Context: an optimization exercise on an open-source flow, tuned for small area, a short achievable clock period and few clock cycles per item. The choices shown serve that exercise and are no tape-out recipe.
In this exercise RTL edits were held to simulation tests only and were not proved equivalent to the original.
Power is estimated from default activity; no workload was simulated.

$ cat design/flow/config.mk
export PLATFORM = sky130hd
export DESIGN_NAME = j1587_msgdec
export DESIGN_NICKNAME = j1587_msgdec
export VERILOG_FILES = /design/flow/design.v
export SDC_FILE = /design/flow/constraint.sdc
export NUM_CORES = 4
export LEC_CHECK = 0
export ABC_AREA = 1
export CAP_MARGIN = 20
export CORE_MARGIN = 2
export CORE_UTILIZATION = 60
export SETUP_SLACK_MARGIN = 3.0
export SLEW_MARGIN = 20
$ cat design/flow/constraint.sdc
create_clock -name core_clock -period 7.0 [get_ports {clk}]
set_input_delay 1.4000 -clock core_clock [delete_from_list [all_inputs] [get_ports {clk}]]
set_output_delay 1.4000 -clock core_clock [all_outputs]
set_load 0.01 [all_outputs]
$ cat design/flow/design.v
module j1587_msgdec (
    input  wire         clk,
    input  wire         rst,
    input  wire         start,
    input  wire [255:0] frame,
    input  wire [5:0]   frame_len,
    output reg          done,
    output reg  [3:0]   err,
    output reg  [7:0]   mid,
    output reg  [3:0]   nparams,
    output reg  [80:0]  par_pid,    
    output reg  [44:0]  par_pos,    
    output reg  [44:0]  par_dlen    
);
    localparam [3:0] E_NONE      = 4'd0;
    localparam [3:0] E_INV_PID   = 4'd1;
    localparam [3:0] E_INV_LEN   = 4'd3;
    localparam [3:0] E_TOO_LONG  = 4'd6;
    localparam [3:0] E_TRUNC     = 4'd7;
    localparam [3:0] E_CHECKSUM  = 4'd8;
    integer i;
    genvar g;
    reg       busy;          
    reg       wt;            
    reg       quick;         
    reg [4:0] cpos;          
    reg [6:0] dr;            
    reg [3:0] slot;          
    reg [1:0] perr;          
    reg       page2;         
    reg       longr;         
    reg [12:0] csa_q;      
    reg [37:0] csb_q;
    reg       csum_bad_q;
    reg [7:0] pid_r  [0:8];
    reg [4:0] pos_r  [0:8];
    reg [4:0] dlen_r [0:8];
    wire [7:0] b0 = frame[7:0];
    wire [7:0] b1 = frame[15:8];
    wire [7:0] b2 = frame[23:16];
    wire [7:0] b3 = frame[31:24];
    wire [4:0]  len_hgt;     
    wire [4:0]  len_heq;     
    wire [7:0]  len_lgt;     
    wire [31:0] inlen;
    generate
        for (g = 0; g < 5; g = g + 1) begin : g_hi
            assign len_hgt[g] = (frame_len[5:3] > g);
            assign len_heq[g] = (frame_len[5:3] == g);
        end
        for (g = 0; g < 8; g = g + 1) begin : g_lo
            assign len_lgt[g] = (frame_len[2:0] > g);
        end
        for (g = 0; g < 32; g = g + 1) begin : g_in
            assign inlen[g] = len_hgt[g / 8] | (len_heq[g / 8] & len_lgt[g % 8]);
        end
    endgenerate
    wire pg_in = inlen[2] && (b1 == 8'hFF);
    wire [255:0] fm;
    generate
        for (g = 0; g < 32; g = g + 1) begin : g_mask
            if (g < 4) begin : g_keep
                assign fm[8*g +: 8] = frame[8*g +: 8];
            end else begin : g_cut
                assign fm[8*g +: 8] = frame[8*g +: 8] & {8{inlen[g]}};
            end
        end
    endgenerate
    wire cs1 = fm[0] ^ fm[8] ^ fm[16];
    wire cs2 = (fm[0] & fm[8]) | (fm[0] & fm[16]) | (fm[8] & fm[16]);
    wire cs3 = fm[24] ^ fm[32] ^ fm[40];
    wire cs4 = (fm[24] & fm[32]) | (fm[24] & fm[40]) | (fm[32] & fm[40]);
    wire cs5 = fm[48] ^ fm[56] ^ fm[64];
    wire cs6 = (fm[48] & fm[56]) | (fm[48] & fm[64]) | (fm[56] & fm[64]);
    wire cs7 = fm[1] ^ fm[9] ^ fm[17];
    wire cs8 = (fm[1] & fm[9]) | (fm[1] & fm[17]) | (fm[9] & fm[17]);
    wire cs9 = fm[25] ^ fm[33] ^ fm[41];
    wire cs10 = (fm[25] & fm[33]) | (fm[25] & fm[41]) | (fm[33] & fm[41]);
    wire cs11 = fm[49] ^ fm[57] ^ fm[65];
    wire cs12 = (fm[49] & fm[57]) | (fm[49] & fm[65]) | (fm[57] & fm[65]);
    wire cs13 = fm[2] ^ fm[10] ^ fm[18];
    wire cs14 = (fm[2] & fm[10]) | (fm[2] & fm[18]) | (fm[10] & fm[18]);
    wire cs15 = fm[26] ^ fm[34] ^ fm[42];
    wire cs16 = (fm[26] & fm[34]) | (fm[26] & fm[42]) | (fm[34] & fm[42]);
    wire cs17 = fm[50] ^ fm[58] ^ fm[66];
    wire cs18 = (fm[50] & fm[58]) | (fm[50] & fm[66]) | (fm[58] & fm[66]);
    wire cs19 = fm[3] ^ fm[11] ^ fm[19];
    wire cs20 = (fm[3] & fm[11]) | (fm[3] & fm[19]) | (fm[11] & fm[19]);
    wire cs21 = fm[27] ^ fm[35] ^ fm[43];
    wire cs22 = (fm[27] & fm[35]) | (fm[27] & fm[43]) | (fm[35] & fm[43]);
    wire cs23 = fm[51] ^ fm[59] ^ fm[67];
    wire cs24 = (fm[51] & fm[59]) | (fm[51] & fm[67]) | (fm[59] & fm[67]);
    wire cs25 = fm[4] ^ fm[12] ^ fm[20];
    wire cs26 = (fm[4] & fm[12]) | (fm[4] & fm[20]) | (fm[12] & fm[20]);
    wire cs27 = fm[28] ^ fm[36] ^ fm[44];
    wire cs28 = (fm[28] & fm[36]) | (fm[28] & fm[44]) | (fm[36] & fm[44]);
    wire cs29 = fm[52] ^ fm[60] ^ fm[68];
    wire cs30 = (fm[52] & fm[60]) | (fm[52] & fm[68]) | (fm[60] & fm[68]);
    wire cs31 = fm[5] ^ fm[13] ^ fm[21];
    wire cs32 = (fm[5] & fm[13]) | (fm[5] & fm[21]) | (fm[13] & fm[21]);
    wire cs33 = fm[29] ^ fm[37] ^ fm[45];
    wire cs34 = (fm[29] & fm[37]) | (fm[29] & fm[45]) | (fm[37] & fm[45]);
    wire cs35 = fm[53] ^ fm[61] ^ fm[69];
    wire cs36 = (fm[53] & fm[61]) | (fm[53] & fm[69]) | (fm[61] & fm[69]);
    wire cs37 = fm[6] ^ fm[14] ^ fm[22];
    wire cs38 = (fm[6] & fm[14]) | (fm[6] & fm[22]) | (fm[14] & fm[22]);
    wire cs39 = fm[30] ^ fm[38] ^ fm[46];
    wire cs40 = (fm[30] & fm[38]) | (fm[30] & fm[46]) | (fm[38] & fm[46]);
    wire cs41 = fm[54] ^ fm[62] ^ fm[70];
    wire cs42 = (fm[54] & fm[62]) | (fm[54] & fm[70]) | (fm[62] & fm[70]);
    wire cs43 = fm[7] ^ fm[15] ^ fm[23];
    wire cs44 = fm[31] ^ fm[39] ^ fm[47];
    wire cs45 = fm[55] ^ fm[63] ^ fm[71];
    wire cs46 = cs1 ^ cs3 ^ cs5;
    wire cs47 = (cs1 & cs3) | (cs1 & cs5) | (cs3 & cs5);
    wire cs48 = cs2 ^ cs4 ^ cs6;
    wire cs49 = (cs2 & cs4) | (cs2 & cs6) | (cs4 & cs6);
    wire cs50 = cs7 ^ cs9 ^ cs11;
    wire cs51 = (cs7 & cs9) | (cs7 & cs11) | (cs9 & cs11);
    wire cs52 = cs8 ^ cs10 ^ cs12;
    wire cs53 = (cs8 & cs10) | (cs8 & cs12) | (cs10 & cs12);
    wire cs54 = cs13 ^ cs15 ^ cs17;
    wire cs55 = (cs13 & cs15) | (cs13 & cs17) | (cs15 & cs17);
    wire cs56 = cs14 ^ cs16 ^ cs18;
    wire cs57 = (cs14 & cs16) | (cs14 & cs18) | (cs16 & cs18);
    wire cs58 = cs19 ^ cs21 ^ cs23;
    wire cs59 = (cs19 & cs21) | (cs19 & cs23) | (cs21 & cs23);
    wire cs60 = cs20 ^ cs22 ^ cs24;
    wire cs61 = (cs20 & cs22) | (cs20 & cs24) | (cs22 & cs24);
    wire cs62 = cs25 ^ cs27 ^ cs29;
    wire cs63 = (cs25 & cs27) | (cs25 & cs29) | (cs27 & cs29);
    wire cs64 = cs26 ^ cs28 ^ cs30;
    wire cs65 = (cs26 & cs28) | (cs26 & cs30) | (cs28 & cs30);
    wire cs66 = cs31 ^ cs33 ^ cs35;
    wire cs67 = (cs31 & cs33) | (cs31 & cs35) | (cs33 & cs35);
    wire cs68 = cs32 ^ cs34 ^ cs36;
    wire cs69 = (cs32 & cs34) | (cs32 & cs36) | (cs34 & cs36);
    wire cs70 = cs37 ^ cs39 ^ cs41;
    wire cs71 = (cs37 & cs39) | (cs37 & cs41) | (cs39 & cs41);
    wire cs72 = cs38 ^ cs40 ^ cs42;
    wire cs73 = cs43 ^ cs44 ^ cs45;
    wire cs74 = cs47 ^ cs48 ^ cs50;
    wire cs75 = (cs47 & cs48) | (cs47 & cs50) | (cs48 & cs50);
    wire cs76 = cs49 ^ cs51 ^ cs52;
    wire cs77 = (cs49 & cs51) | (cs49 & cs52) | (cs51 & cs52);
    wire cs78 = cs53 ^ cs55 ^ cs56;
    wire cs79 = (cs53 & cs55) | (cs53 & cs56) | (cs55 & cs56);
    wire cs80 = cs57 ^ cs59 ^ cs60;
    wire cs81 = (cs57 & cs59) | (cs57 & cs60) | (cs59 & cs60);
    wire cs82 = cs61 ^ cs63 ^ cs64;
    wire cs83 = (cs61 & cs63) | (cs61 & cs64) | (cs63 & cs64);
    wire cs84 = cs65 ^ cs67 ^ cs68;
    wire cs85 = (cs65 & cs67) | (cs65 & cs68) | (cs67 & cs68);
    wire cs86 = cs69 ^ cs71 ^ cs72;
    wire cs87 = cs75 ^ cs76 ^ cs54;
    wire cs88 = (cs75 & cs76) | (cs75 & cs54) | (cs76 & cs54);
    wire cs89 = cs77 ^ cs78 ^ cs58;
    wire cs90 = (cs77 & cs78) | (cs77 & cs58) | (cs78 & cs58);
    wire cs91 = cs79 ^ cs80 ^ cs62;
    wire cs92 = (cs79 & cs80) | (cs79 & cs62) | (cs80 & cs62);
    wire cs93 = cs81 ^ cs82 ^ cs66;
    wire cs94 = (cs81 & cs82) | (cs81 & cs66) | (cs82 & cs66);
    wire cs95 = cs83 ^ cs84 ^ cs70;
    wire cs96 = (cs83 & cs84) | (cs83 & cs70) | (cs84 & cs70);
    wire cs97 = cs85 ^ cs86 ^ cs73;
    wire [12:0] csa_d = {cs97, cs96, cs95, cs94, cs93, cs92, cs91, cs90, cs89, cs88, cs87, cs74, cs46};
    wire cs98 = fm[72] ^ fm[80] ^ fm[88];
    wire cs99 = (fm[72] & fm[80]) | (fm[72] & fm[88]) | (fm[80] & fm[88]);
    wire cs100 = fm[96] ^ fm[104] ^ fm[112];
    wire cs101 = (fm[96] & fm[104]) | (fm[96] & fm[112]) | (fm[104] & fm[112]);
    wire cs102 = fm[120] ^ fm[128] ^ fm[136];
    wire cs103 = (fm[120] & fm[128]) | (fm[120] & fm[136]) | (fm[128] & fm[136]);
    wire cs104 = fm[144] ^ fm[152] ^ fm[160];
    wire cs105 = (fm[144] & fm[152]) | (fm[144] & fm[160]) | (fm[152] & fm[160]);
    wire cs106 = fm[168] ^ fm[176] ^ fm[184];
    wire cs107 = (fm[168] & fm[176]) | (fm[168] & fm[184]) | (fm[176] & fm[184]);
    wire cs108 = fm[192] ^ fm[200] ^ fm[208];
    wire cs109 = (fm[192] & fm[200]) | (fm[192] & fm[208]) | (fm[200] & fm[208]);
    wire cs110 = fm[216] ^ fm[224] ^ fm[232];
    wire cs111 = (fm[216] & fm[224]) | (fm[216] & fm[232]) | (fm[224] & fm[232]);
    wire cs112 = fm[73] ^ fm[81] ^ fm[89];
    wire cs113 = (fm[73] & fm[81]) | (fm[73] & fm[89]) | (fm[81] & fm[89]);
    wire cs114 = fm[97] ^ fm[105] ^ fm[113];
    wire cs115 = (fm[97] & fm[105]) | (fm[97] & fm[113]) | (fm[105] & fm[113]);
    wire cs116 = fm[121] ^ fm[129] ^ fm[137];
    wire cs117 = (fm[121] & fm[129]) | (fm[121] & fm[137]) | (fm[129] & fm[137]);
    wire cs118 = fm[145] ^ fm[153] ^ fm[161];
    wire cs119 = (fm[145] & fm[153]) | (fm[145] & fm[161]) | (fm[153] & fm[161]);
    wire cs120 = fm[169] ^ fm[177] ^ fm[185];
    wire cs121 = (fm[169] & fm[177]) | (fm[169] & fm[185]) | (fm[177] & fm[185]);
    wire cs122 = fm[193] ^ fm[201] ^ fm[209];
    wire cs123 = (fm[193] & fm[201]) | (fm[193] & fm[209]) | (fm[201] & fm[209]);
    wire cs124 = fm[217] ^ fm[225] ^ fm[233];
    wire cs125 = (fm[217] & fm[225]) | (fm[217] & fm[233]) | (fm[225] & fm[233]);
    wire cs126 = fm[74] ^ fm[82] ^ fm[90];
    wire cs127 = (fm[74] & fm[82]) | (fm[74] & fm[90]) | (fm[82] & fm[90]);
    wire cs128 = fm[98] ^ fm[106] ^ fm[114];
    wire cs129 = (fm[98] & fm[106]) | (fm[98] & fm[114]) | (fm[106] & fm[114]);
    wire cs130 = fm[122] ^ fm[130] ^ fm[138];
    wire cs131 = (fm[122] & fm[130]) | (fm[122] & fm[138]) | (fm[130] & fm[138]);
    wire cs132 = fm[146] ^ fm[154] ^ fm[162];
    wire cs133 = (fm[146] & fm[154]) | (fm[146] & fm[162]) | (fm[154] & fm[162]);
    wire cs134 = fm[170] ^ fm[178] ^ fm[186];
    wire cs135 = (fm[170] & fm[178]) | (fm[170] & fm[186]) | (fm[178] & fm[186]);
    wire cs136 = fm[194] ^ fm[202] ^ fm[210];
    wire cs137 = (fm[194] & fm[202]) | (fm[194] & fm[210]) | (fm[202] & fm[210]);
    wire cs138 = fm[218] ^ fm[226] ^ fm[234];
    wire cs139 = (fm[218] & fm[226]) | (fm[218] & fm[234]) | (fm[226] & fm[234]);
    wire cs140 = fm[75] ^ fm[83] ^ fm[91];
    wire cs141 = (fm[75] & fm[83]) | (fm[75] & fm[91]) | (fm[83] & fm[91]);
    wire cs142 = fm[99] ^ fm[107] ^ fm[115];
    wire cs143 = (fm[99] & fm[107]) | (fm[99] & fm[115]) | (fm[107] & fm[115]);
    wire cs144 = fm[123] ^ fm[131] ^ fm[139];
    wire cs145 = (fm[123] & fm[131]) | (fm[123] & fm[139]) | (fm[131] & fm[139]);
    wire cs146 = fm[147] ^ fm[155] ^ fm[163];
    wire cs147 = (fm[147] & fm[155]) | (fm[147] & fm[163]) | (fm[155] & fm[163]);
    wire cs148 = fm[171] ^ fm[179] ^ fm[187];
    wire cs149 = (fm[171] & fm[179]) | (fm[171] & fm[187]) | (fm[179] & fm[187]);
    wire cs150 = fm[195] ^ fm[203] ^ fm[211];
    wire cs151 = (fm[195] & fm[203]) | (fm[195] & fm[211]) | (fm[203] & fm[211]);
    wire cs152 = fm[219] ^ fm[227] ^ fm[235];
    wire cs153 = (fm[219] & fm[227]) | (fm[219] & fm[235]) | (fm[227] & fm[235]);
    wire cs154 = fm[76] ^ fm[84] ^ fm[92];
    wire cs155 = (fm[76] & fm[84]) | (fm[76] & fm[92]) | (fm[84] & fm[92]);
    wire cs156 = fm[100] ^ fm[108] ^ fm[116];
    wire cs157 = (fm[100] & fm[108]) | (fm[100] & fm[116]) | (fm[108] & fm[116]);
    wire cs158 = fm[124] ^ fm[132] ^ fm[140];
    wire cs159 = (fm[124] & fm[132]) | (fm[124] & fm[140]) | (fm[132] & fm[140]);
    wire cs160 = fm[148] ^ fm[156] ^ fm[164];
    wire cs161 = (fm[148] & fm[156]) | (fm[148] & fm[164]) | (fm[156] & fm[164]);
    wire cs162 = fm[172] ^ fm[180] ^ fm[188];
    wire cs163 = (fm[172] & fm[180]) | (fm[172] & fm[188]) | (fm[180] & fm[188]);
    wire cs164 = fm[196] ^ fm[204] ^ fm[212];
    wire cs165 = (fm[196] & fm[204]) | (fm[196] & fm[212]) | (fm[204] & fm[212]);
    wire cs166 = fm[220] ^ fm[228] ^ fm[236];
    wire cs167 = (fm[220] & fm[228]) | (fm[220] & fm[236]) | (fm[228] & fm[236]);
    wire cs168 = fm[77] ^ fm[85] ^ fm[93];
    wire cs169 = (fm[77] & fm[85]) | (fm[77] & fm[93]) | (fm[85] & fm[93]);
    wire cs170 = fm[101] ^ fm[109] ^ fm[117];
    wire cs171 = (fm[101] & fm[109]) | (fm[101] & fm[117]) | (fm[109] & fm[117]);
    wire cs172 = fm[125] ^ fm[133] ^ fm[141];
    wire cs173 = (fm[125] & fm[133]) | (fm[125] & fm[141]) | (fm[133] & fm[141]);
    wire cs174 = fm[149] ^ fm[157] ^ fm[165];
    wire cs175 = (fm[149] & fm[157]) | (fm[149] & fm[165]) | (fm[157] & fm[165]);
    wire cs176 = fm[173] ^ fm[181] ^ fm[189];
    wire cs177 = (fm[173] & fm[181]) | (fm[173] & fm[189]) | (fm[181] & fm[189]);
    wire cs178 = fm[197] ^ fm[205] ^ fm[213];
    wire cs179 = (fm[197] & fm[205]) | (fm[197] & fm[213]) | (fm[205] & fm[213]);
    wire cs180 = fm[221] ^ fm[229] ^ fm[237];
    wire cs181 = (fm[221] & fm[229]) | (fm[221] & fm[237]) | (fm[229] & fm[237]);
    wire cs182 = fm[78] ^ fm[86] ^ fm[94];
    wire cs183 = (fm[78] & fm[86]) | (fm[78] & fm[94]) | (fm[86] & fm[94]);
    wire cs184 = fm[102] ^ fm[110] ^ fm[118];
    wire cs185 = (fm[102] & fm[110]) | (fm[102] & fm[118]) | (fm[110] & fm[118]);
    wire cs186 = fm[126] ^ fm[134] ^ fm[142];
    wire cs187 = (fm[126] & fm[134]) | (fm[126] & fm[142]) | (fm[134] & fm[142]);
    wire cs188 = fm[150] ^ fm[158] ^ fm[166];
    wire cs189 = (fm[150] & fm[158]) | (fm[150] & fm[166]) | (fm[158] & fm[166]);
    wire cs190 = fm[174] ^ fm[182] ^ fm[190];
    wire cs191 = (fm[174] & fm[182]) | (fm[174] & fm[190]) | (fm[182] & fm[190]);
    wire cs192 = fm[198] ^ fm[206] ^ fm[214];
    wire cs193 = (fm[198] & fm[206]) | (fm[198] & fm[214]) | (fm[206] & fm[214]);
    wire cs194 = fm[222] ^ fm[230] ^ fm[238];
    wire cs195 = (fm[222] & fm[230]) | (fm[222] & fm[238]) | (fm[230] & fm[238]);
    wire cs196 = fm[79] ^ fm[87] ^ fm[95];
    wire cs197 = fm[103] ^ fm[111] ^ fm[119];
    wire cs198 = fm[127] ^ fm[135] ^ fm[143];
    wire cs199 = fm[151] ^ fm[159] ^ fm[167];
    wire cs200 = fm[175] ^ fm[183] ^ fm[191];
    wire cs201 = fm[199] ^ fm[207] ^ fm[215];
    wire cs202 = fm[223] ^ fm[231] ^ fm[239];
    wire cs203 = cs98 ^ cs100 ^ cs102;
    wire cs204 = (cs98 & cs100) | (cs98 & cs102) | (cs100 & cs102);
    wire cs205 = cs104 ^ cs106 ^ cs108;
    wire cs206 = (cs104 & cs106) | (cs104 & cs108) | (cs106 & cs108);
    wire cs207 = cs110 ^ fm[240] ^ fm[248];
    wire cs208 = (cs110 & fm[240]) | (cs110 & fm[248]) | (fm[240] & fm[248]);
    wire cs209 = cs99 ^ cs101 ^ cs103;
    wire cs210 = (cs99 & cs101) | (cs99 & cs103) | (cs101 & cs103);
    wire cs211 = cs105 ^ cs107 ^ cs109;
    wire cs212 = (cs105 & cs107) | (cs105 & cs109) | (cs107 & cs109);
    wire cs213 = cs111 ^ cs112 ^ cs114;
    wire cs214 = (cs111 & cs112) | (cs111 & cs114) | (cs112 & cs114);
    wire cs215 = cs116 ^ cs118 ^ cs120;
    wire cs216 = (cs116 & cs118) | (cs116 & cs120) | (cs118 & cs120);
    wire cs217 = cs122 ^ cs124 ^ fm[241];
    wire cs218 = (cs122 & cs124) | (cs122 & fm[241]) | (cs124 & fm[241]);
    wire cs219 = cs113 ^ cs115 ^ cs117;
    wire cs220 = (cs113 & cs115) | (cs113 & cs117) | (cs115 & cs117);
    wire cs221 = cs119 ^ cs121 ^ cs123;
    wire cs222 = (cs119 & cs121) | (cs119 & cs123) | (cs121 & cs123);
    wire cs223 = cs125 ^ cs126 ^ cs128;
    wire cs224 = (cs125 & cs126) | (cs125 & cs128) | (cs126 & cs128);
    wire cs225 = cs130 ^ cs132 ^ cs134;
    wire cs226 = (cs130 & cs132) | (cs130 & cs134) | (cs132 & cs134);
    wire cs227 = cs136 ^ cs138 ^ fm[242];
    wire cs228 = (cs136 & cs138) | (cs136 & fm[242]) | (cs138 & fm[242]);
    wire cs229 = cs127 ^ cs129 ^ cs131;
    wire cs230 = (cs127 & cs129) | (cs127 & cs131) | (cs129 & cs131);
    wire cs231 = cs133 ^ cs135 ^ cs137;
    wire cs232 = (cs133 & cs135) | (cs133 & cs137) | (cs135 & cs137);
    wire cs233 = cs139 ^ cs140 ^ cs142;
    wire cs234 = (cs139 & cs140) | (cs139 & cs142) | (cs140 & cs142);
    wire cs235 = cs144 ^ cs146 ^ cs148;
    wire cs236 = (cs144 & cs146) | (cs144 & cs148) | (cs146 & cs148);
    wire cs237 = cs150 ^ cs152 ^ fm[243];
    wire cs238 = (cs150 & cs152) | (cs150 & fm[243]) | (cs152 & fm[243]);
    wire cs239 = cs141 ^ cs143 ^ cs145;
    wire cs240 = (cs141 & cs143) | (cs141 & cs145) | (cs143 & cs145);
    wire cs241 = cs147 ^ cs149 ^ cs151;
    wire cs242 = (cs147 & cs149) | (cs147 & cs151) | (cs149 & cs151);
    wire cs243 = cs153 ^ cs154 ^ cs156;
    wire cs244 = (cs153 & cs154) | (cs153 & cs156) | (cs154 & cs156);
    wire cs245 = cs158 ^ cs160 ^ cs162;
    wire cs246 = (cs158 & cs160) | (cs158 & cs162) | (cs160 & cs162);
    wire cs247 = cs164 ^ cs166 ^ fm[244];
    wire cs248 = (cs164 & cs166) | (cs164 & fm[244]) | (cs166 & fm[244]);
    wire cs249 = cs155 ^ cs157 ^ cs159;
    wire cs250 = (cs155 & cs157) | (cs155 & cs159) | (cs157 & cs159);
    wire cs251 = cs161 ^ cs163 ^ cs165;
    wire cs252 = (cs161 & cs163) | (cs161 & cs165) | (cs163 & cs165);
    wire cs253 = cs167 ^ cs168 ^ cs170;
    wire cs254 = (cs167 & cs168) | (cs167 & cs170) | (cs168 & cs170);
    wire cs255 = cs172 ^ cs174 ^ cs176;
    wire cs256 = (cs172 & cs174) | (cs172 & cs176) | (cs174 & cs176);
    wire cs257 = cs178 ^ cs180 ^ fm[245];
    wire cs258 = (cs178 & cs180) | (cs178 & fm[245]) | (cs180 & fm[245]);
    wire cs259 = cs169 ^ cs171 ^ cs173;
    wire cs260 = (cs169 & cs171) | (cs169 & cs173) | (cs171 & cs173);
    wire cs261 = cs175 ^ cs177 ^ cs179;
    wire cs262 = (cs175 & cs177) | (cs175 & cs179) | (cs177 & cs179);
    wire cs263 = cs181 ^ cs182 ^ cs184;
    wire cs264 = (cs181 & cs182) | (cs181 & cs184) | (cs182 & cs184);
    wire cs265 = cs186 ^ cs188 ^ cs190;
    wire cs266 = (cs186 & cs188) | (cs186 & cs190) | (cs188 & cs190);
    wire cs267 = cs192 ^ cs194 ^ fm[246];
    wire cs268 = (cs192 & cs194) | (cs192 & fm[246]) | (cs194 & fm[246]);
    wire cs269 = cs183 ^ cs185 ^ cs187;
    wire cs270 = cs189 ^ cs191 ^ cs193;
    wire cs271 = cs195 ^ cs196 ^ cs197;
    wire cs272 = cs198 ^ cs199 ^ cs200;
    wire cs273 = cs201 ^ cs202 ^ fm[247];
    wire cs274 = cs203 ^ cs205 ^ cs207;
    wire cs275 = (cs203 & cs205) | (cs203 & cs207) | (cs205 & cs207);
    wire cs276 = cs204 ^ cs206 ^ cs208;
    wire cs277 = (cs204 & cs206) | (cs204 & cs208) | (cs206 & cs208);
    wire cs278 = cs209 ^ cs211 ^ cs213;
    wire cs279 = (cs209 & cs211) | (cs209 & cs213) | (cs211 & cs213);
    wire cs280 = cs215 ^ cs217 ^ fm[249];
    wire cs281 = (cs215 & cs217) | (cs215 & fm[249]) | (cs217 & fm[249]);
    wire cs282 = cs210 ^ cs212 ^ cs214;
    wire cs283 = (cs210 & cs212) | (cs210 & cs214) | (cs212 & cs214);
    wire cs284 = cs216 ^ cs218 ^ cs219;
    wire cs285 = (cs216 & cs218) | (cs216 & cs219) | (cs218 & cs219);
    wire cs286 = cs221 ^ cs223 ^ cs225;
    wire cs287 = (cs221 & cs223) | (cs221 & cs225) | (cs223 & cs225);
    wire cs288 = cs220 ^ cs222 ^ cs224;
    wire cs289 = (cs220 & cs222) | (cs220 & cs224) | (cs222 & cs224);
    wire cs290 = cs226 ^ cs228 ^ cs229;
    wire cs291 = (cs226 & cs228) | (cs226 & cs229) | (cs228 & cs229);
    wire cs292 = cs231 ^ cs233 ^ cs235;
    wire cs293 = (cs231 & cs233) | (cs231 & cs235) | (cs233 & cs235);
    wire cs294 = cs230 ^ cs232 ^ cs234;
    wire cs295 = (cs230 & cs232) | (cs230 & cs234) | (cs232 & cs234);
    wire cs296 = cs236 ^ cs238 ^ cs239;
    wire cs297 = (cs236 & cs238) | (cs236 & cs239) | (cs238 & cs239);
    wire cs298 = cs241 ^ cs243 ^ cs245;
    wire cs299 = (cs241 & cs243) | (cs241 & cs245) | (cs243 & cs245);
    wire cs300 = cs240 ^ cs242 ^ cs244;
    wire cs301 = (cs240 & cs242) | (cs240 & cs244) | (cs242 & cs244);
    wire cs302 = cs246 ^ cs248 ^ cs249;
    wire cs303 = (cs246 & cs248) | (cs246 & cs249) | (cs248 & cs249);
    wire cs304 = cs251 ^ cs253 ^ cs255;
    wire cs305 = (cs251 & cs253) | (cs251 & cs255) | (cs253 & cs255);
    wire cs306 = cs250 ^ cs252 ^ cs254;
    wire cs307 = (cs250 & cs252) | (cs250 & cs254) | (cs252 & cs254);
    wire cs308 = cs256 ^ cs258 ^ cs259;
    wire cs309 = (cs256 & cs258) | (cs256 & cs259) | (cs258 & cs259);
    wire cs310 = cs261 ^ cs263 ^ cs265;
    wire cs311 = (cs261 & cs263) | (cs261 & cs265) | (cs263 & cs265);
    wire cs312 = cs260 ^ cs262 ^ cs264;
    wire cs313 = cs266 ^ cs268 ^ cs269;
    wire cs314 = cs270 ^ cs271 ^ cs272;
    wire cs315 = cs275 ^ cs276 ^ cs278;
    wire cs316 = (cs275 & cs276) | (cs275 & cs278) | (cs276 & cs278);
    wire cs317 = cs277 ^ cs279 ^ cs281;
    wire cs318 = (cs277 & cs279) | (cs277 & cs281) | (cs279 & cs281);
    wire cs319 = cs282 ^ cs284 ^ cs286;
    wire cs320 = (cs282 & cs284) | (cs282 & cs286) | (cs284 & cs286);
    wire cs321 = cs283 ^ cs285 ^ cs287;
    wire cs322 = (cs283 & cs285) | (cs283 & cs287) | (cs285 & cs287);
    wire cs323 = cs288 ^ cs290 ^ cs292;
    wire cs324 = (cs288 & cs290) | (cs288 & cs292) | (cs290 & cs292);
    wire cs325 = cs289 ^ cs291 ^ cs293;
    wire cs326 = (cs289 & cs291) | (cs289 & cs293) | (cs291 & cs293);
    wire cs327 = cs294 ^ cs296 ^ cs298;
    wire cs328 = (cs294 & cs296) | (cs294 & cs298) | (cs296 & cs298);
    wire cs329 = cs295 ^ cs297 ^ cs299;
    wire cs330 = (cs295 & cs297) | (cs295 & cs299) | (cs297 & cs299);
    wire cs331 = cs300 ^ cs302 ^ cs304;
    wire cs332 = (cs300 & cs302) | (cs300 & cs304) | (cs302 & cs304);
    wire cs333 = cs301 ^ cs303 ^ cs305;
    wire cs334 = (cs301 & cs303) | (cs301 & cs305) | (cs303 & cs305);
    wire cs335 = cs306 ^ cs308 ^ cs310;
    wire cs336 = (cs306 & cs308) | (cs306 & cs310) | (cs308 & cs310);
    wire cs337 = cs307 ^ cs309 ^ cs311;
    wire cs338 = cs312 ^ cs313 ^ cs314;
    wire [37:0] csb_d = {fm[255], cs273, cs338, cs337, cs336, cs334, fm[254], cs267, cs335, cs333, cs332, cs330, fm[253], cs257, cs331, cs329, cs328, cs326, fm[252], cs247, cs327, cs325, cs324, cs322, fm[251], cs237, cs323, cs321, cs320, cs318, fm[250], cs227, cs319, cs317, cs316, cs280, cs315, cs274};
    wire cs339 = csa_q[1] ^ csb_q[1] ^ csb_q[2];
    wire cs340 = (csa_q[1] & csb_q[1]) | (csa_q[1] & csb_q[2]) | (csb_q[1] & csb_q[2]);
    wire cs341 = csa_q[2] ^ csb_q[3] ^ csb_q[4];
    wire cs342 = (csa_q[2] & csb_q[3]) | (csa_q[2] & csb_q[4]) | (csb_q[3] & csb_q[4]);
    wire cs343 = csb_q[5] ^ csb_q[6] ^ csb_q[7];
    wire cs344 = (csb_q[5] & csb_q[6]) | (csb_q[5] & csb_q[7]) | (csb_q[6] & csb_q[7]);
    wire cs345 = csa_q[3] ^ csa_q[4] ^ csb_q[8];
    wire cs346 = (csa_q[3] & csa_q[4]) | (csa_q[3] & csb_q[8]) | (csa_q[4] & csb_q[8]);
    wire cs347 = csb_q[9] ^ csb_q[10] ^ csb_q[11];
    wire cs348 = (csb_q[9] & csb_q[10]) | (csb_q[9] & csb_q[11]) | (csb_q[10] & csb_q[11]);
    wire cs349 = csa_q[5] ^ csa_q[6] ^ csb_q[14];
    wire cs350 = (csa_q[5] & csa_q[6]) | (csa_q[5] & csb_q[14]) | (csa_q[6] & csb_q[14]);
    wire cs351 = csb_q[15] ^ csb_q[16] ^ csb_q[17];
    wire cs352 = (csb_q[15] & csb_q[16]) | (csb_q[15] & csb_q[17]) | (csb_q[16] & csb_q[17]);
    wire cs353 = csa_q[7] ^ csa_q[8] ^ csb_q[20];
    wire cs354 = (csa_q[7] & csa_q[8]) | (csa_q[7] & csb_q[20]) | (csa_q[8] & csb_q[20]);
    wire cs355 = csb_q[21] ^ csb_q[22] ^ csb_q[23];
    wire cs356 = (csb_q[21] & csb_q[22]) | (csb_q[21] & csb_q[23]) | (csb_q[22] & csb_q[23]);
    wire cs357 = csa_q[9] ^ csa_q[10] ^ csb_q[26];
    wire cs358 = (csa_q[9] & csa_q[10]) | (csa_q[9] & csb_q[26]) | (csa_q[10] & csb_q[26]);
    wire cs359 = csb_q[27] ^ csb_q[28] ^ csb_q[29];
    wire cs360 = (csb_q[27] & csb_q[28]) | (csb_q[27] & csb_q[29]) | (csb_q[28] & csb_q[29]);
    wire cs361 = csa_q[11] ^ csa_q[12] ^ csb_q[32];
    wire cs362 = csb_q[33] ^ csb_q[34] ^ csb_q[35];
    wire cs363 = cs340 ^ cs341 ^ cs343;
    wire cs364 = (cs340 & cs341) | (cs340 & cs343) | (cs341 & cs343);
    wire cs365 = cs342 ^ cs344 ^ cs345;
    wire cs366 = (cs342 & cs344) | (cs342 & cs345) | (cs344 & cs345);
    wire cs367 = cs347 ^ csb_q[12] ^ csb_q[13];
    wire cs368 = (cs347 & csb_q[12]) | (cs347 & csb_q[13]) | (csb_q[12] & csb_q[13]);
    wire cs369 = cs346 ^ cs348 ^ cs349;
    wire cs370 = (cs346 & cs348) | (cs346 & cs349) | (cs348 & cs349);
    wire cs371 = cs351 ^ csb_q[18] ^ csb_q[19];
    wire cs372 = (cs351 & csb_q[18]) | (cs351 & csb_q[19]) | (csb_q[18] & csb_q[19]);
    wire cs373 = cs350 ^ cs352 ^ cs353;
    wire cs374 = (cs350 & cs352) | (cs350 & cs353) | (cs352 & cs353);
    wire cs375 = cs355 ^ csb_q[24] ^ csb_q[25];
    wire cs376 = (cs355 & csb_q[24]) | (cs355 & csb_q[25]) | (csb_q[24] & csb_q[25]);
    wire cs377 = cs354 ^ cs356 ^ cs357;
    wire cs378 = (cs354 & cs356) | (cs354 & cs357) | (cs356 & cs357);
    wire cs379 = cs359 ^ csb_q[30] ^ csb_q[31];
    wire cs380 = (cs359 & csb_q[30]) | (cs359 & csb_q[31]) | (csb_q[30] & csb_q[31]);
    wire cs381 = cs358 ^ cs360 ^ cs361;
    wire cs382 = cs362 ^ csb_q[36] ^ csb_q[37];
    wire cs383 = cs364 ^ cs365 ^ cs367;
    wire cs384 = (cs364 & cs365) | (cs364 & cs367) | (cs365 & cs367);
    wire cs385 = cs366 ^ cs368 ^ cs369;
    wire cs386 = (cs366 & cs368) | (cs366 & cs369) | (cs368 & cs369);
    wire cs387 = cs370 ^ cs372 ^ cs373;
    wire cs388 = (cs370 & cs372) | (cs370 & cs373) | (cs372 & cs373);
    wire cs389 = cs374 ^ cs376 ^ cs377;
    wire cs390 = (cs374 & cs376) | (cs374 & cs377) | (cs376 & cs377);
    wire cs391 = cs378 ^ cs380 ^ cs381;
    wire cs392 = cs384 ^ cs385 ^ cs371;
    wire cs393 = (cs384 & cs385) | (cs384 & cs371) | (cs385 & cs371);
    wire cs394 = cs386 ^ cs387 ^ cs375;
    wire cs395 = (cs386 & cs387) | (cs386 & cs375) | (cs387 & cs375);
    wire cs396 = cs388 ^ cs389 ^ cs379;
    wire cs397 = (cs388 & cs389) | (cs388 & cs379) | (cs389 & cs379);
    wire cs398 = cs390 ^ cs391 ^ cs382;
    wire csum_bad_d = (csa_q[0] ^ csb_q[0]) |
        (cs339 ^ 1'b0 ^ (csa_q[0] | csb_q[0])) |
        (cs363 ^ 1'b0 ^ (cs339 | 1'b0)) |
        (cs383 ^ 1'b0 ^ (cs363 | 1'b0)) |
        (cs392 ^ 1'b0 ^ (cs383 | 1'b0)) |
        (cs393 ^ cs394 ^ (cs392 | 1'b0)) |
        (cs395 ^ cs396 ^ (cs393 | cs394)) |
        (cs397 ^ cs398 ^ (cs395 | cs396));
    wire csum_bad_a = (csa_q[0] ^ 1'b0) |
        (csa_q[1] ^ 1'b0 ^ (csa_q[0] | 1'b0)) |
        (csa_q[2] ^ 1'b0 ^ (csa_q[1] | 1'b0)) |
        (csa_q[3] ^ csa_q[4] ^ (csa_q[2] | 1'b0)) |
        (csa_q[5] ^ csa_q[6] ^ (csa_q[3] | csa_q[4])) |
        (csa_q[7] ^ csa_q[8] ^ (csa_q[5] | csa_q[6])) |
        (csa_q[9] ^ csa_q[10] ^ (csa_q[7] | csa_q[8])) |
        (csa_q[11] ^ csa_q[12] ^ (csa_q[9] | csa_q[10]));
    function [20:0] step;
        input [4:0] p;
        input [7:0] l;
        input [7:0] n;
        input [6:0] d;
        reg       e;
        reg [1:0] c;
        reg       f;
        reg [4:0] dl;
        reg [4:0] nx;
        reg [6:0] dn;
        reg       dneg;      
        reg       nfit;      
        reg       neq;       
        begin
            dneg = d[6];
            nfit = (n[7:5] == 3'd0) && (n[4:0] <= d[4:0]);
            neq  = (n[7:5] == 3'd0) && (n[4:0] == d[4:0]);
            e  = 1'b0;
            c  = 2'd2;
            f  = 1'b0;
            dl = 5'd1;
            nx = p + 5'd2;
            dn = d - 7'd2;
            if (dneg && d != 7'h7F) begin
                e = 1'b1;
            end else if (l == 8'hFF) begin
                e = 1'b1;
                c = 2'd1;
            end else if (!l[7]) begin
                e = dneg;
                f = (d == 7'd0);
            end else if (!l[6]) begin
                e  = dneg || (d == 7'd0);
                f  = (d == 7'd1);
                dl = 5'd2;
                nx = p + 5'd3;
                dn = d - 7'd3;
            end else if (l != 8'hFE) begin
                e  = dneg || !nfit;
                f  = !dneg && neq;
                dl = n[4:0];
                nx = p + 5'd2 + n[4:0];
                dn = d - 7'd2 - {2'b00, n[4:0]};
            end else begin
                e  = dneg;
                f  = 1'b1;
                dl = d[4:0];
            end
            step = {e, c, f, dl, nx, dn};
        end
    endfunction
    reg [6:0] lm4, lm5;
    always @* begin
        lm4 = 7'd0;
        lm5 = 7'd0;
        for (i = 0; i < 64; i = i + 1)
            if (frame_len == i) begin
                lm4 = i - 4;
                lm5 = i - 5;
            end
    end
    wire [20:0] st1 = step(5'd1, b1, b2, lm4);
    wire [20:0] st2 = step(5'd2, b2, b3, lm5);
    wire [255:0] frame_l = {frame[255:32], {4{frame[31:24]}}};
    wire [255:0] frame_n = {8'h00, frame[255:40], {4{frame[39:32]}}};
    wire [7:0]  lm  = frame_l[{cpos, 3'b000} +: 8];
    wire [7:0]  nm  = frame_n[{cpos, 3'b000} +: 8];
    wire [20:0] stm = step(cpos, lm, nm, dr);
    wire [20:0] s  = start ? (pg_in ? st2 : st1) : stm;
    wire [7:0]  l  = start ? (pg_in ? b2 : b1) : lm;
    wire [3:0]  k  = start ? 4'd0 : slot;
    wire       s_err  = s[20];
    wire [1:0] s_code = s[19:18];
    wire       s_fin  = s[17];
    wire [4:0] s_dl   = s[16:12];
    wire [4:0] s_next = s[11:7];
    wire [6:0] s_dn   = s[6:0];
    wire act  = start | (busy & ~wt);
    wire fin  = act & (s_err | s_fin);
    wire hold = start & s_fin & ~s_err & inlen[9];
    always @(posedge clk) begin
        mid        <= b0;
        page2      <= pg_in;
        longr      <= inlen[21];
        csa_q      <= csa_d;
        csb_q      <= csb_d;
        csum_bad_q <= csum_bad_d;
        quick      <= start;
        if (rst) begin
            busy <= 1'b0;
            done <= 1'b0;
        end else begin
            busy <= (act & ~fin) | hold;
            done <= (fin & ~hold) | (busy & wt);
        end
        wt <= hold;
        cpos <= s_next;
        dr   <= s_dn;
        if (act) begin
            slot <= k + 4'd1;
            perr <= s_err ? s_code : 2'd0;
        end
        for (i = 0; i < 9; i = i + 1)
            if (k == i) begin
                pid_r[i]  <= l;
                pos_r[i]  <= cpos;
                dlen_r[i] <= s_dl;
            end
    end
    always @* begin
        case (perr)
            2'd1:    err = E_INV_PID;
            2'd2:    err = E_TRUNC;
            2'd3:    err = E_INV_LEN;
            default: err = (quick ? csum_bad_a : csum_bad_q) ? E_CHECKSUM :
                           (longr ? E_TOO_LONG : E_NONE);
        endcase
        nparams = slot;
        for (i = 0; i < 9; i = i + 1) begin
            par_pid[9*i +: 9]  = {page2, pid_r[i]};
            par_pos[5*i +: 5]  = (i == 0) ? {3'b000, page2, ~page2} : pos_r[i];
            par_dlen[5*i +: 5] = dlen_r[i];
        end
    end
endmodule
$ cat design/flow/flow/run.sh
#!/bin/bash
# The standard layout, with two changes:
#  - plain buffers (buf_1) on the ports instead of the flow's default port
#    buffer cell;
#  - after the standard synthesis, fixinv.py removes the inverters that
#    synthesis leaves around full adders (choosing, per full adder, whether
#    it takes its inputs complemented); Yosys then proves the new netlist
#    equivalent to synthesis's, and the flow goes on from the new netlist
#    (or from synthesis's own, if anything here fails).
export BUFFER_PORTS_ARGS="-buffer_cell sky130_fd_sc_hd__buf_1"
bash standard.sh synth > synth.log 2>&1 || exit 1
R=orfs/results/sky130hd/j1587_msgdec/base
LIB=$FLOW_HOME/platforms/sky130hd/lib/sky130_fd_sc_hd__tt_025C_1v80.lib
cp $R/1_2_yosys.v synth_netlist.v
if python3 flow/fixinv.py synth_netlist.v fixed_netlist.v > fixinv.log 2>&1; then
  cat > eq.ys <<EOY
read_liberty -ignore_miss_func $LIB
read_verilog synth_netlist.v
rename $FLOW_TOP gold
read_verilog fixed_netlist.v
rename $FLOW_TOP gate
flatten
opt_clean
cd gate
rename -hide w:_* w:fixinv*
cd gold
rename -hide w:_*
cd
equiv_make gold gate equiv
hierarchy -top equiv
equiv_simple -seq 2
equiv_induct
equiv_status -assert
EOY
  if timeout 1200 yosys -q eq.ys > eq.log 2>&1; then
    echo "equivalence proven; using fixed_netlist.v" >> fixinv.log
    cp fixed_netlist.v $R/1_2_yosys.v
    rm -f $R/1_synth.odb $R/1_synth.sdc
  else
    echo "equivalence not proven; using synthesis's netlist" >> fixinv.log
  fi
fi
bash standard.sh > standard.log 2>&1
$ cat design/flow/flow/fixinv.py
#!/usr/bin/env python3
"""Remove inverters around full adders in a Yosys-written sky130 netlist.

A full adder is self-dual: FA(~a, ~b, ~c) = (~sum, ~cout). Synthesis leaves
inverters on many full-adder inputs and outputs; this chooses, per full
adder, whether to feed it the complemented inputs, so as to need as few
inverters as possible, and rewrites the inverters accordingly (one inverter
per signal whose loads need its complement). The logic is unchanged.

usage: fixinv.py IN.v OUT.v"""
import re, sys
from collections import defaultdict

src = open(sys.argv[1]).read()
m = re.search(r'^(module\s.*?;\n)(.*?)(^endmodule)', src, re.S | re.M)
head, body, tail_kw = m.group(1), m.group(2), m.group(3)
pre, post = src[:m.start()], src[m.end():]

cell_re = re.compile(r'^  (sky130_fd_sc_hd__\w+) (\S+ ?) \(\n(.*?)\n  \);\n', re.S | re.M)
pin_re = re.compile(r'\.(\w+)\((.*?)\)(?:,)?\s*$', re.M)
OUTPINS = {'X', 'Y', 'Q', 'Q_N', 'SUM', 'COUT'}

cells = []      # [type, name, [(pin, net)]]
first = None
last = None
for cm in cell_re.finditer(body):
    if first is None:
        first = cm.start()
    elif body[last:cm.start()].strip():
        sys.exit('fixinv: unparsed text between cells: %r' % body[last:cm.start()][:200])
    last = cm.end()
    pins = [(p, n) for p, n in pin_re.findall(cm.group(3))]
    cells.append([cm.group(1), cm.group(2), pins])
decl = body[:first]
rest = body[last:]
if rest.strip():
    sys.exit('fixinv: unparsed text after the cells: %r' % rest[:200])

def is_inv(t):
    b = t.replace('sky130_fd_sc_hd__', '')
    return re.match(r'(clk)?inv(lp)?_\d+$', b) is not None
def is_fa(t):
    return re.match(r'sky130_fd_sc_hd__fa_\d+$', t) is not None

# ports
outports = set()
inports = set()
for d, w, n in re.findall(r'^\s*(input|output)\s+(\[\d+:\d+\]\s+)?(\S+);', head + decl, re.M):
    (outports if d == 'output' else inports).add(n)
def base(net):
    net = net.strip()
    if net.startswith('\\'):
        nm = net[1:].split()[0]
    else:
        nm = net
    return re.sub(r'\[\d+\]$', '', nm)
def is_port_net(net):
    return base(net) in outports

driver = {}
for ci, (t, name, pins) in enumerate(cells):
    for p, n in pins:
        if p in OUTPINS:
            driver[n.strip()] = (ci, p)

# removable inverters: not driving an output port net
removable = set()
for ci, (t, name, pins) in enumerate(cells):
    if is_inv(t):
        d = dict(pins)
        if not is_port_net(d['Y']) and d['A'].strip() not in ('', ):
            removable.add(ci)

memo = {}
def root(net):
    net = net.strip()
    if net in memo:
        return memo[net]
    r = (net, 0)
    if net in driver:
        ci, p = driver[net]
        if ci in removable:
            a = dict(cells[ci][2])['A'].strip()
            s, par = root(a)
            r = (s, par ^ 1)
    memo[net] = r
    return r

# loads: (ci, pin index) for non-removable cells' input pins
loads = []      # (ci, pi, src, par)
for ci, (t, name, pins) in enumerate(cells):
    if ci in removable:
        continue
    for pi, (p, n) in enumerate(pins):
        if p in OUTPINS or n.strip() == '':
            continue
        s, par = root(n)
        loads.append((ci, pi, s, par))
# port loads: output port nets driven by a removable inverter cannot happen
# (those inverters are kept); nets named in `rest` (assigns) are treated as
# fixed loads on themselves.
extra_fixed = set(re.findall(r'(\\\S+ |[\w$]+(?:\[\d+\])?)', rest)) if rest.strip() else set()

fa_ids = [ci for ci, c in enumerate(cells) if is_fa(c[0])]
pi_ = defaultdict(int)
def src_pi(s):
    if s in driver:
        ci, p = driver[s]
        if is_fa(cells[ci][0]):
            return pi_[ci]
    return 0

by_src = defaultdict(list)
for l in loads:
    by_src[l[2]].append(l)
fa_srcs = defaultdict(set)   # fa -> sources touching it (its inputs' sources and its outputs)
for ci, pi, s, par in loads:
    if is_fa(cells[ci][0]):
        fa_srcs[ci].add(s)
for ci in fa_ids:
    for p, n in cells[ci][2]:
        if p in OUTPINS:
            fa_srcs[ci].add(n.strip())

def need(l):
    ci, pi, s, par = l
    v = par ^ src_pi(s)
    if is_fa(cells[ci][0]):
        v ^= pi_[ci]
    return v
def cost_src(s):
    return 1 if any(need(l) for l in by_src.get(s, [])) else 0
def local_cost(ci):
    return sum(cost_src(s) for s in fa_srcs[ci])

before = sum(cost_src(s) for s in by_src)
improved = True
rounds = 0
while improved and rounds < 50:
    improved = False
    rounds += 1
    for ci in fa_ids:
        c0 = local_cost(ci)
        pi_[ci] ^= 1
        c1 = local_cost(ci)
        if c1 < c0:
            improved = True
        else:
            pi_[ci] ^= 1
after = sum(cost_src(s) for s in by_src)
n_rm = len(removable)

# rebuild
def esc(n):
    n = n.strip()
    return n + ' ' if n.startswith('\\') else n
newinv = {}
out_cells = []
cnt = 0
def inv_net(s):
    global cnt
    if s not in newinv:
        cnt += 1
        newinv[s] = ('fixinv_n%d' % cnt, 'fixinv_i%d' % cnt)
    return newinv[s][0]
for ci, pi, s, par in loads:
    t, name, pins = cells[ci]
    v = need((ci, pi, s, par))
    p = pins[pi][0]
    pins[pi] = (p, inv_net(s) if v else s)
text = []
for ci, (t, name, pins) in enumerate(cells):
    if ci in removable:
        continue
    text.append('  %s %s (\n%s\n  );\n' % (t, name, ',\n'.join('    .%s(%s)' % (p, esc(n)) for p, n in pins)))
for s, (net, name) in newinv.items():
    text.append('  sky130_fd_sc_hd__inv_1 %s (\n    .A(%s),\n    .Y(%s)\n  );\n' % (name, esc(s), net))
wires = ''.join('  wire %s;\n' % net for net, name in newinv.values())
open(sys.argv[2], 'w').write(pre + head + decl + wires + ''.join(text) + rest + tail_kw + post)
sys.stderr.write('fixinv: %d inverters before (%d removable), %d signals needing one, %d after; %d full adders flipped, %d rounds\n'
                 % (sum(1 for c in cells if is_inv(c[0])), n_rm, before, len(newinv) + (sum(1 for c in cells if is_inv(c[0])) - n_rm), sum(pi_.values()), rounds))
$ cat design/flow/standard.sh
#!/bin/bash
# synth_recipe.tcl (not shown) runs the flow's synth.tcl, then flattens the netlist and writes it again
# the make line also repeats each setting of config.mk as NAME=value (left out here)
make -C /OpenROAD-flow-scripts/flow DESIGN_CONFIG=/design/flow/config.mk WORK_HOME=/design/flow/orfs CLKGATE_MAP_FILE= SYNTH_SCRIPT=/design/flow/synth_recipe.tcl "${@:-finish}"
==> run notes, run 1 <==
hold crit path type -> reg2reg
port bufs -> 449
Post-layout nets -> 3694
share of layout cells above drive strength 1 -> 0.146
Worst Path Max Fanout -> 7
clock skew -> 0.0351 ns
Layout Area Growth over Synthesis -> 23.8%
post-DP HPWL -> 68400 um
Slew @ Worst Pin -> 1.09 ns
Mapped Cells -> 2683
sequence of cells on the critical path -> buf_1 > buf_6 > clkinvlp_4 > nand2_8 > buf_12 > nand2_8 > o21ai_4 > buf_12 > inv_4 > nor2_4 > fa_1 > fa_2 > fa_1 > fa_2
setup TNS -> 0 ns
leak pwr -> 11.4 nW
vias in the first global route -> 22.8k
Fin. Hold Viols -> 0
Final Slew Violations -> 0
DRC -> 0
TritonCTS buffer count -> 25
FILL cells -> 2645
DR vias/cell -> 6.42
dpl cell area -> 0.0237 mm^2
RSZ-0062 raised after global routing -> true
pre-CTS WS -> 1.21 ns
Max Fclk -> 0.233 GHz
1st-iter DRT viols -> 3545
Max-slew headroom -> 0.276
post-route insts no fill -> 3660
slowest CP cell -> fa_2
GRT Overall Usage -> 0.476
placed cells -> 3505
largest net degree at the start of global routing -> 111
GRT overflow -> 0
Cell Area, Synth -> 0.0215 mm^2
hold_buf cts -> 0
FF-to-FF setup slack -> 2.93 ns
Site Rows -> 69
die width -> 193 um
min cycle time layout -> 4.30 ns
num ports -> 453
initial core utilization -> 0.607
first-pass GRT wire length -> 135000 um
Setup CP Type -> in2reg
Final period util -> 0.614
# setup viols final -> 0
clk sink count -> 241
Required @ worst endpoint -> 7.48 ns
Synthesis Warnings -> 4
Final Cell Area -> 0.0266 mm^2
CP max stage delay -> 0.57 ns
Die H -> 193 um
Max Cap Viol -> 0
WL/cell -> 25.3 um
CTS root buf -> clkbuf_16
CP Launch Type -> primary input
Max VDD drop -> 540 uV
Layout Utilization -> 0.751
CTS clk-pin slew, worst paths -> 0.07 ns
core footprint -> 0.0354 mm^2
PD cells -> 426 mW/mm^2
Total Wirelength -> 92600 um
Fin Hold WS -> 0.512 ns
crit path DAT -> 4.78 ns
htree depth -> 1
Syn Area/Cell -> 8.01 um^2
vias post-DR -> 23.5k
die area -> 0.0373 mm^2
Antenna Nets Post-Route -> 0
fin worst setup slack -> 2.70 ns
Tot Pwr -> 11.3 mW
gp weighted congestion -> 1.13
drt first pass iters -> 9
status -> complete, no violations
initial antenna violation count -> 4
Setup crit end kind -> flop
clock latency on the worst-skew pair -> 0.57 ns
CTS tree -> done
CTS Buffer Depth -> 3
cell type report:
| cell class | instances | area [um^2] | share of cell area |
|---|---|---|---|
| diodes | 4 | 10.0 | 0.000377 |
| clock buffers | 28 | 637 | 0.0240 |
| clock inverters | 18 | 163 | 0.00612 |
| inverters | 415 | 1640 | 0.0618 |
| multi-input cells | 1911 | 14000 | 0.528 |
| flip-flops and latches | 241 | 6480 | 0.244 |
| well taps | 461 | 577 | 0.0217 |
| repair buffers | 582 | 3040 | 0.114 |
power by group:
group | internal [mW] | total [mW] | switching (mW) | leakage, nW
logic | 2.93 | 7.84 | 4.91 | 8.88
clock network | 0.737 | 1.35 | 0.608 | 0.391
registers | 1.94 | 2.14 | 0.200 | 2.16
worst max-delay path: cells and delay by family:
family	cells	cell delay (ns)
AO/OA/AOI/OAI	1	0.18
buffers and inverters	6	0.84
adder cells (fa/ha/maj)	4	2.02
AND/OR/NAND/NOR	3	0.33
path summary, 6_finish.rpt:
kind / from / endpoint / depth (start not counted)
min reg2reg: busy / done / 2
max reg2reg: cpos[1] / dr[6] / 21
min: busy / done / 2
max: frame_len[1] / csb_q[23] / 14
layout by cell type (no fill, tap or decap), types with 7 or more instances in the layout:
| cell type | n |
|---|---|
| a21oi_1 | 175 |
| a21oi_4 | 9 |
| a221oi_1 | 15 |
| a31oi_1 | 7 |
| buf_1 | 441 |
| buf_12 | 11 |
| buf_4 | 103 |
| buf_6 | 14 |
| clkbuf_16 | 27 |
| clkinv_1 | 7 |
| clkinvlp_4 | 9 |
| dfxtp_1 | 73 |
| edfxtp_1 | 165 |
| fa_1 | 126 |
| fa_2 | 62 |
| ha_1 | 59 |
| inv_1 | 374 |
| inv_2 | 20 |
| inv_4 | 9 |
| nand2_1 | 408 |
| nand2_2 | 22 |
| nand2_4 | 8 |
| nand3_1 | 161 |
| nand4_1 | 31 |
| nor2_1 | 244 |
| nor2_2 | 34 |
| nor2_4 | 45 |
| nor3_1 | 13 |
| o211ai_1 | 41 |
| o21ai_0 | 214 |
| o21ai_1 | 18 |
| o221ai_1 | 11 |
| o22ai_1 | 10 |
| o31ai_1 | 9 |
| xnor2_1 | 39 |
| xor2_1 | 46 |
sequential cells by signal (all words and copies together), names as in the netlist, 2 cells and up:
register	cells
csb_q	38
pos_r	40
dr	7
pid_r	72
dlen_r	45
slot	4
cpos	5
csa_q	13
mid	8
perr	2
routing by layer:
layer,wire [um],vias to the layer above,track usage
li1,-,9790,-
met4,8310,2,0.325
met5,19,-,0
met2,39100,2323,0.720
met3,14700,612,0.145
met1,30400,10800,0.589
timing repair:
action | in CTS | in global routing
resized for setup | 158 | 129
pin swaps | 59 | 72
buffers inserted | 59 | 40
endpoints found under the setup margin | 181 | 105
gates cloned | 3 | 3
Testbench counts, summed over its fixed seeds: cycles 6,133, frames 2,400.
==> run 2, diff against run 1 <==
--- a/design/flow/config.mk
+++ b/design/flow/config.mk
@@ -5,7 +5,6 @@
 export SDC_FILE = /design/flow/constraint.sdc
 export NUM_CORES = 4
 export LEC_CHECK = 0
-export ABC_AREA = 1
 export CAP_MARGIN = 20
 export CORE_MARGIN = 2
 export CORE_UTILIZATION = 60
==> run notes, run 2 <==
DR vias/cell -> 6.70
Seq pwr share -> 0.192
pre-CTS WS -> 1.35 ns
delay-heaviest family, CP -> compound AO/OA/AOI/OAI gates
setup TNS -> 0 ns
Fin Hold WS -> 0.535 ns
gp weighted congestion -> 1.00
Setup CP Type -> in2reg
CP Launch Type -> primary input
largest net degree at the start of global routing -> 39
commonest cells after routing, fill and taps aside -> buf_1, edfxtp_1, nand2_1, fa_1, nor2b_1
Layout Utilization -> 0.772
CTS tree -> done
min cycle time layout -> 4.16 ns
Worst Hold Depth -> 2
Final period util -> 0.594
Site Rows -> 67
Final Slew Violations -> 0
Syn Area/Cell -> 11.1 um^2
post-DP HPWL -> 60500 um
biggest registers after layout -> pid_r x72, dlen_r x45, pos_r x40
clock latency on the worst-skew pair -> 0.55 ns
CTS root buf -> clkbuf_16
Layout Area Growth over Synthesis -> 26.7%
P_sw -> 5.33 mW
placed cells -> 2672
hold crit path type -> reg2reg
GRT overflow -> 0
htree depth -> 1
post-route insts no fill -> 2829
max reg flops -> 72
CP bufs+invs -> 2
Required @ worst endpoint -> 7.45 ns
Antenna Nets Post-Route -> 0
WL/cell -> 29.0 um
leak pwr -> 9.78 nW
core footprint -> 0.0335 mm^2
# setup viols final -> 0
Max-slew headroom -> 0.267
die area -> 0.0355 mm^2
slowest CP cell -> mux4_2
PD cells -> 444 mW/mm^2
Critical Path Stages -> 13
switching portion of total power -> 0.463
vias post-DR -> 19.0k
FILL cells -> 2250
TritonCTS buffer count -> 26
fin worst setup slack -> 2.84 ns
die width -> 188 um
Most flops, register -> pid_r
status -> complete, no violations
CTS Buffer Depth -> 3
CTS clk-pin slew, worst paths -> 0.07 ns
num ports -> 453
RSZ-0062 raised after global routing -> true
Slew @ Worst Pin -> 1.10 ns
Max VDD drop -> 473 uV
crit path DAT -> 4.61 ns
Worst Path Max Fanout -> 5
initial core utilization -> 0.609
Total Wirelength -> 82100 um
sequence of cells on the critical path -> buf_2 > mux4_2 > mux2i_1 > o22ai_2 > o31a_4 > buf_4 > fa_2 > a21o_1 > a21oi_2 > xnor2_2 > o31a_1 > a2111o_1 > and3_4
vias in the first global route -> 18.7k
port bufs -> 449
Die H -> 188 um
worst r2r path cells -> 14
CP max stage delay -> 0.48 ns
Max Cap Viol -> 0
clk sink count -> 241
Max Fclk -> 0.240 GHz
Synthesis Warnings -> 4
Cell Area, Synth -> 0.0204 mm^2
Fin. Hold Viols -> 0
drt first pass iters -> 6
DRC -> 0
first-pass GRT wire length -> 117000 um
initial antenna violation count -> 3
GRT Overall Usage -> 0.450
clock skew -> 0.0237 ns
Setup crit end kind -> flop
commonest non-fill, non-tap cell in the layout -> buf_1
hold_buf cts -> 0
Mapped Cells -> 1844
Clock Power Share -> 0.120
1st-iter DRT viols -> 2599
Int Pwr -> 6.18 mW
share of layout cells above drive strength 1 -> 0.224
Comb pwr share -> 0.688
Post-layout nets -> 2877
==> run 2: area by class of cell <==
type,count,area [um^2],share of cell area
Inverter,95,364,0.0141
Multi-Input combinational cell,1404,14100,0.547
Clock inverter,18,171,0.00662
Antenna cell,2,5.00,0.000193
Tap cell,448,561,0.0217
Sequential cell,241,6490,0.251
Timing Repair Buffer,591,3470,0.134
Clock buffer,30,676,0.0261
==> run 2: path summary, 6_finish.rpt <==
| kind | start | endpoint | slack [ns] |
|---|---|---|---|
| max | frame[97] | cpos[4] | 2.84 |
| min | busy | done | 0.54 |
| max reg2reg | cpos[0] | cpos[4] | 2.90 |
| min reg2reg | busy | done | 0.54 |
==> run 2: repair_timing <==
| item | CTS | global route |
|---|---|---|
| resized for setup | 148 | 131 |
| pin swaps | 68 | 103 |
| cloned | 2 | 3 |
| setup endpoints to repair | 135 | 73 |
| buffers inserted | 60 | 41 |
| endpoints found under the hold margin | 0 | 0 |
==> run 2: power groups by stage <==
stage / logic (mW) / registers, mW / clock network [mW]
after floorplan: 4.97 / 2.14 / 0
after global routing: 8.43 / 2.23 / 1.43
after global placement: 6.54 / 2.29 / 0
after detailed placement: 6.73 / 2.30 / 0
final: 7.92 / 2.21 / 1.38
after CTS: 7.23 / 2.21 / 1.37
==> run 2: worst reg2reg max path: stages, from the launching register on <==
cell and delay [ns]:
edfxtp_1 0.35, buf_4 0.30, buf_12 0.21, mux4_2 0.52, mux4_2 0.50, nand2_2 0.11
o21ai_4 0.11, ha_4 0.22, fa_2 0.39, a21o_1 0.18, a21oi_2 0.20, xnor2_2 0.11
o31a_1 0.34, a2111o_1 0.30, and3_4 0.18
==> run 2: metrics by stage <==
stage | total power, mW | area, um^2
after floorplan | 7.11 | 21000
after global placement | 8.83 | 22800
after detailed placement | 9.03 | 22800
after CTS | 10.8 | 25000
after global routing | 12.1 | 25900
final | 11.5 | 25900
==> run 2: layer usage <==
layer  up-vias  track usage  share of wire
li1       7632            -              -
met1      9125        0.567           0.34
met2      1754        0.707           0.44
met3       442        0.100           0.13
met4         4        0.289          0.085
met5         -            0        0.00033
==> run 3, diff against run 2 <==
--- a/design/flow/config.mk
+++ b/design/flow/config.mk
@@ -8,5 +8,5 @@
 export CAP_MARGIN = 20
 export CORE_MARGIN = 2
 export CORE_UTILIZATION = 60
-export SETUP_SLACK_MARGIN = 3.0
+export SETUP_SLACK_MARGIN = 2.5
 export SLEW_MARGIN = 20
==> run notes, run 3 <==
status -> complete, no violations
commonest non-fill, non-tap cell in the layout -> buf_1
Site Rows -> 67
CTS root buf -> clkbuf_16
placed cells -> 2678
core footprint -> 0.0335 mm^2
Critical R2R Launch -> cpos[0]
Max VDD drop -> 522 uV
max reg flops -> 72
post-DP HPWL -> 60900 um
Cell Area, Synth -> 0.0204 mm^2
setup TNS -> 0 ns
Max Cap Viol -> 0
initial antenna violation count -> 0
Final Slew Violations -> 0
Min-Delay Endpoint -> done
Max Fclk -> 0.223 GHz
Total Wirelength -> 78700 um
Fin. Hold Viols -> 0
crit path DAT -> 4.95 ns
largest net degree at the start of global routing -> 63
hold crit path type -> reg2reg
slowest CP cell -> fa_1
Detail Route met3 WL -> 10200 um
leak pwr -> 9.02 nW
WL/cell -> 28.7 um
# setup viols final -> 0
Top cell by count, worst path -> xnor2_1
Final period util -> 0.641
Worst Hold Depth -> 2
1st-iter DRT viols -> 2104
worst hold start -> busy
Required @ worst endpoint -> 7.46 ns
Synthesis Warnings -> 4
Die H -> 188 um
CTS tree -> done
CTS clk-pin slew, worst paths -> 0.07 ns
drt first pass iters -> 6
clk sink count -> 241
min cycle time layout -> 4.48 ns
clock latency on the worst-skew pair -> 0.55 ns
htree depth -> 1
FF-to-FF End -> done
GRT Overall Usage -> 0.443
worst r2r path cells -> 15
post-route insts no fill -> 2743
num ports -> 453
Layout Utilization -> 0.710
DRC -> 0
gp weighted congestion -> 1.03
Setup crit end kind -> flop
delay-heaviest family, CP -> simple AND/OR/NAND/NOR gates
vias post-DR -> 18.2k
Slew @ Worst Pin -> 1.11 ns
clock skew -> 0.0246 ns
DR WL met2 -> 35600 um
share of layout cells above drive strength 1 -> 0.109
sequence of cells on the critical path -> buf_1 > buf_4 > and2_2 > nand2_1 > nor2_1 > nor2_2 > nor2b_1 > fa_1 > fa_1 > inv_1 > xor2_1 > xnor2_1 > xnor2_1 > xnor2_1 > xnor2_1 > xnor2_1 > xnor2_1
DR top layer -> met4
initial core utilization -> 0.609
Setup CP Type -> in2reg
Antenna Nets Post-Route -> 0
RSZ-0062 raised after global routing -> true
Post-layout nets -> 2794
Mapped Cells -> 1844
die width -> 188 um
Layout Area Growth over Synthesis -> 16.7%
crit path launch -> frame_len[4]
biggest registers after layout -> pid_r x72, dlen_r x45, pos_r x40
TritonCTS buffer count -> 26
Max-slew headroom -> 0.254
Worst Path Max Fanout -> 20
CP Launch Type -> primary input
PD cells -> 456 mW/mm^2
vias in the first global route -> 18.3k
FF-to-FF setup slack -> 2.58 ns
commonest cells after routing, fill and taps aside -> buf_1, fa_1, edfxtp_1, nand2_1, nor2b_1
DR vias/cell -> 6.62
port bufs -> 449
die area -> 0.0355 mm^2
Syn Area/Cell -> 11.1 um^2
CP bufs+invs -> 3
CP max stage delay -> 0.46 ns
first-pass GRT wire length -> 116000 um
CTS Buffer Depth -> 3
wire length on met1 -> 27200 um
GRT overflow -> 0
Most flops, register -> pid_r
==> run 3: power by group <==
group          total [mW]  internal [mW]  switching, mW
Combinational        7.25           3.04           4.21
Clock                1.39          0.784          0.605
Sequential           2.23           1.94          0.284
Total                10.9           5.77           5.10
==> run 3: area by class of cell <==
type	count	area [um^2]
Timing Repair Buffer	509	2240
Fill cell	2556	9710
Clock inverter	17	174
Inverter	95	364
Tap cell	448	561
Antenna cell	1	2.50
Multi-Input combinational cell	1403	13300
Sequential cell	241	6480
Clock buffer	29	682
==> run 3: what timing repair did <==
| action | CTS | global route |
|---|---|---|
| hold endpoints to repair | 0 | 0 |
| buffers inserted | 4 | 13 |
| gates resized for setup | 40 | 25 |
| hold buffers | 0 | 0 |
| pin swaps | 2 | 3 |
| endpoints found under the setup margin | 69 | 67 |
| gates cloned | 0 | 1 |
==> run 3: worst max-delay path by stage <==
stage / slack, ns / endpoint / depth (start not counted)
5_1_grt: 2.42 / csb_q[35] / 16
3_5_place_dp: 1.22 / csb_q[23] / 8
6_report: 2.52 / csb_q[35] / 17
4_1_cts: 2.50 / done / 16
2_1_floorplan: 2.41 / csa_q[12] / 14
3_3_place_gp: 1.32 / csb_q[35] / 14
==> run 3: worst register-to-register path: stages (launching register included) <==
cell and delay (ns):
edfxtp_1 0.60, buf_12 0.30, mux4_2 0.56, mux4_2 0.55, a21oi_4 0.28, inv_1 0.11
ha_1 0.28, and3_1 0.17, o21ai_0 0.07, o21ai_0 0.11, o21ai_1 0.20, o2111ai_1 0.17
a221oi_2 0.29, a211oi_2 0.14, a2111oi_1 0.38, nor3_1 0.09
==> run 3: stage by stage <==
stage          hold WS, ns  total power [mW]  setup WS, ns  area (um^2)
2_1_floorplan        0.464              7.00          2.41        20500
3_3_place_gp         0.484              8.87          1.32        22500
3_5_place_dp         0.495              9.09          1.22        22500
4_1_cts              0.513              10.6          2.50        23600
5_1_grt              0.527              11.5          2.42        23800
6_report             0.511              10.9          2.52        23800
==> run 3: routing by layer <==
| metal | up-vias | global-route usage |
|---|---|---|
| met2 | 1545 | 0.701 |
| met5 | - | 0 |
| met3 | 360 | 0.102 |
| li1 | 7462 | - |
| met4 | 0 | 0.261 |
| met1 | 8784 | 0.560 |

-- port drivers added, routing unchanged --
The results above use ideal ports. As a check the final layouts listed here were re-extracted and re-timed, cells and wires unchanged. Step 1 sets driving cells, clkbuf_16 on the clock port and buf_2 on the other inputs (assumed; they add their load-dependent delay and slew). Step 2 adds t to the input delays and takes it off the output delays; t is the mean of the earliest and latest rising clock arrival at the registers after step 1. Input paths then give back, and output paths get back, about the clock's delay inside the block. a / b / c = ideal / step 1 / step 2; a / b = the first two.
run | t, ns | slack for setup (ns) | hold slack, ns | worst slew at a driven data input, ns
run 1 | 0.611 | 2.700 / 2.736 / 2.125 | 0.512 / 0.512 / 0.512 | 0.11
run 2 | 0.589 | 2.842 / 2.797 / 2.208 | 0.535 / 0.535 / 0.535 | 0.23
run 3 | 0.585 | 2.515 / 2.516 / 1.930 | 0.511 / 0.511 / 0.511 | 0.05
After both steps every run listed still meets setup and hold. For run 2, which loses most, drivers alone change the setup slack by -0.045 ns; drivers and shift together by -0.634 ns.
